Background: an optimization exercise with open tools, aiming at small area, a short achievable clock period and few clock cycles per item. Do not read the settings as production practice. In this exercise RTL edits were held to simulation tests only and were not proved equivalent to the original.

Setup of zinc:
==> flow/design.v (excerpt) <==
module alsctl_lux (
    input  wire        clk,
    input  wire        rst,
    input  wire        start,
    input  wire [15:0] raw,
    input  wire [1:0]  gain,
    input  wire [3:0]  it,
    output wire        ready,
    output reg         done,
    output reg  [63:0] lux
);
    assign ready = 1'b1;
    reg [3:0] k;
    always @* begin
        case (gain)
            2'b00:   k = 4'd1;
            2'b01:   k = 4'd0;
            2'b10:   k = 4'd4;
            default: k = 4'd3;
        endcase
        case (it)
            4'b1100: k = k + 4'd5;
            4'b1000: k = k + 4'd4;
            4'b0000: k = k + 4'd3;
            4'b0001: k = k + 4'd2;
            4'b0010: k = k + 4'd1;
            default: k = k;
        endcase
    end
    reg [18:0] v;
    always @(posedge clk) begin
        if (rst) begin
            v    <= 19'd0;
            done <= 1'b0;
        end else begin
            v    <= {v[17:0], start};
            done <= v[18];
        end
    end
    reg [15:0] raw_0;
    reg [3:0]  k_0;
    always @(posedge clk) begin
        raw_0 <= raw;
        k_0   <= k;
    end
    reg [3:0] lz;
    always @* begin
        lz = 4'd15;
        for (integer i = 0; i < 16; i = i + 1)
            if (raw_0[i]) lz = 4'd15 - i[3:0];
    end
    wire [161:0] mx_s, mx_k;
    H mx_0 (raw_0[13], raw_0[10], mx_s[0], mx_k[0]);
    H mx_1 (raw_0[14], raw_0[11], mx_s[1], mx_k[1]);
    H mx_2 (raw_0[15], raw_0[12], mx_s[2], mx_k[2]);
    H mx_3 (raw_0[9], raw_0[6], mx_s[3], mx_k[3]);
    H mx_4 (raw_0[10], raw_0[7], mx_s[4], mx_k[4]);
    F mx_5 (raw_0[11], raw_0[8], ~raw_0[5], mx_s[5], mx_k[5]);
    F mx_6 (raw_0[12], raw_0[9], ~raw_0[6], mx_s[6], mx_k[6]);
    F mx_7 (mx_s[0], ~raw_0[7], ~raw_0[4], mx_s[7], mx_k[7]);
    H mx_8 (raw_0[2], ~raw_0[0], mx_s[8], mx_k[8]);
    F mx_9 (mx_k[0], mx_s[1], ~raw_0[8], mx_s[9], mx_k[9]);
    F mx_10 (~raw_0[5], raw_0[3], ~raw_0[1], mx_s[10], mx_k[10]);
    F mx_11 (mx_k[1], mx_s[2], ~raw_0[9], mx_s[11], mx_k[11]);
    F mx_12 (~raw_0[6], raw_0[4], ~raw_0[2], mx_s[12], mx_k[12]);
    F mx_13 (mx_k[2], raw_0[13], ~raw_0[10], mx_s[13], mx_k[13]);
  ...
Size in the first run: ~39000 cells after synthesis, roughly 4500 flip-flops, roughly 91 I/O pins.
Settings: LEC_CHECK=0, CAP_MARGIN=20, CORE_MARGIN=2, CORE_UTILIZATION=50, SLEW_MARGIN=20; clock period 22.0 ns.
run.sh (not shown) runs the stock make flow with config.mk's settings and CLKGATE_MAP_FILE= SYNTH_SCRIPT=/design/flow/synth_recipe.tcl, a recipe that flattens the netlist after the stock synthesis.
zinc had finished all stages when the layout checks came back failing, citing antenna violations.
Testbench counts of zinc, summed over its fixed seeds: cycles 672, items 512.
The inputs of cedar differ from those of zinc as listed below.
==> flow/flow/run.sh (new file) <==
#!/bin/bash
set -euo pipefail
export MAX_REPAIR_ANTENNAS_ITER_GRT=10
export MAX_REPAIR_ANTENNAS_ITER_DRT=15
bash standard.sh > standard.log 2>&1
==> flow/standard.sh (new file) <==
#!/bin/bash
# synth_recipe.tcl (not shown) runs the flow's synth.tcl, then flattens the netlist and writes it again
# the make line also repeats each setting of config.mk as NAME=value (left out here)
make -C /OpenROAD-flow-scripts/flow DESIGN_CONFIG=/design/flow/config.mk WORK_HOME=/design/flow/orfs CLKGATE_MAP_FILE= SYNTH_SCRIPT=/design/flow/synth_recipe.tcl "${@:-finish}"
removed: flow/run.sh
Notes after the runs:
The flow completed for cedar, but it is not clean: the layout still shows antenna violations.
Total length of routed met2 wires delta (cedar -> zinc): insignificant
Any difference in end-of-flow core utilization between cedar and zinc is small enough to ignore.
From cedar to zinc, number of global-route vias before repair did not move at all.
zinc -> cedar: final cell count without fillers flat
Compared zinc against cedar; routed wire length within noise.
The worst setup slack on zinc is in line with that on cedar.

-- afterwards: timing with drivers on the ports --
The results above use ideal ports. As a check the final layouts listed here were re-extracted and re-timed, cells and wires unchanged.
Step 1, drivers: a clkbuf_16 drives clk and a buf_2 each remaining input, both assumed.
Step 2 times the ports against the registers' clock, not the clock port: input delays grow and output delays shrink by t, the midpoint of the rising clock arrivals with the driver on.
Slacks: ideal ports / drivers / drivers and shift; pairs: ideal ports / drivers.
run | shift t [ns] | setup WS [ns] | slew at the worst register clock pin (ns) | pins driven straight from the clock port
zinc | 1.232 | 13.653 / 13.653 / 13.653 | 0.09 / 0.09 | 1
cedar | 1.231 | 13.653 / 13.653 / 13.653 | 0.09 / 0.09 | 1
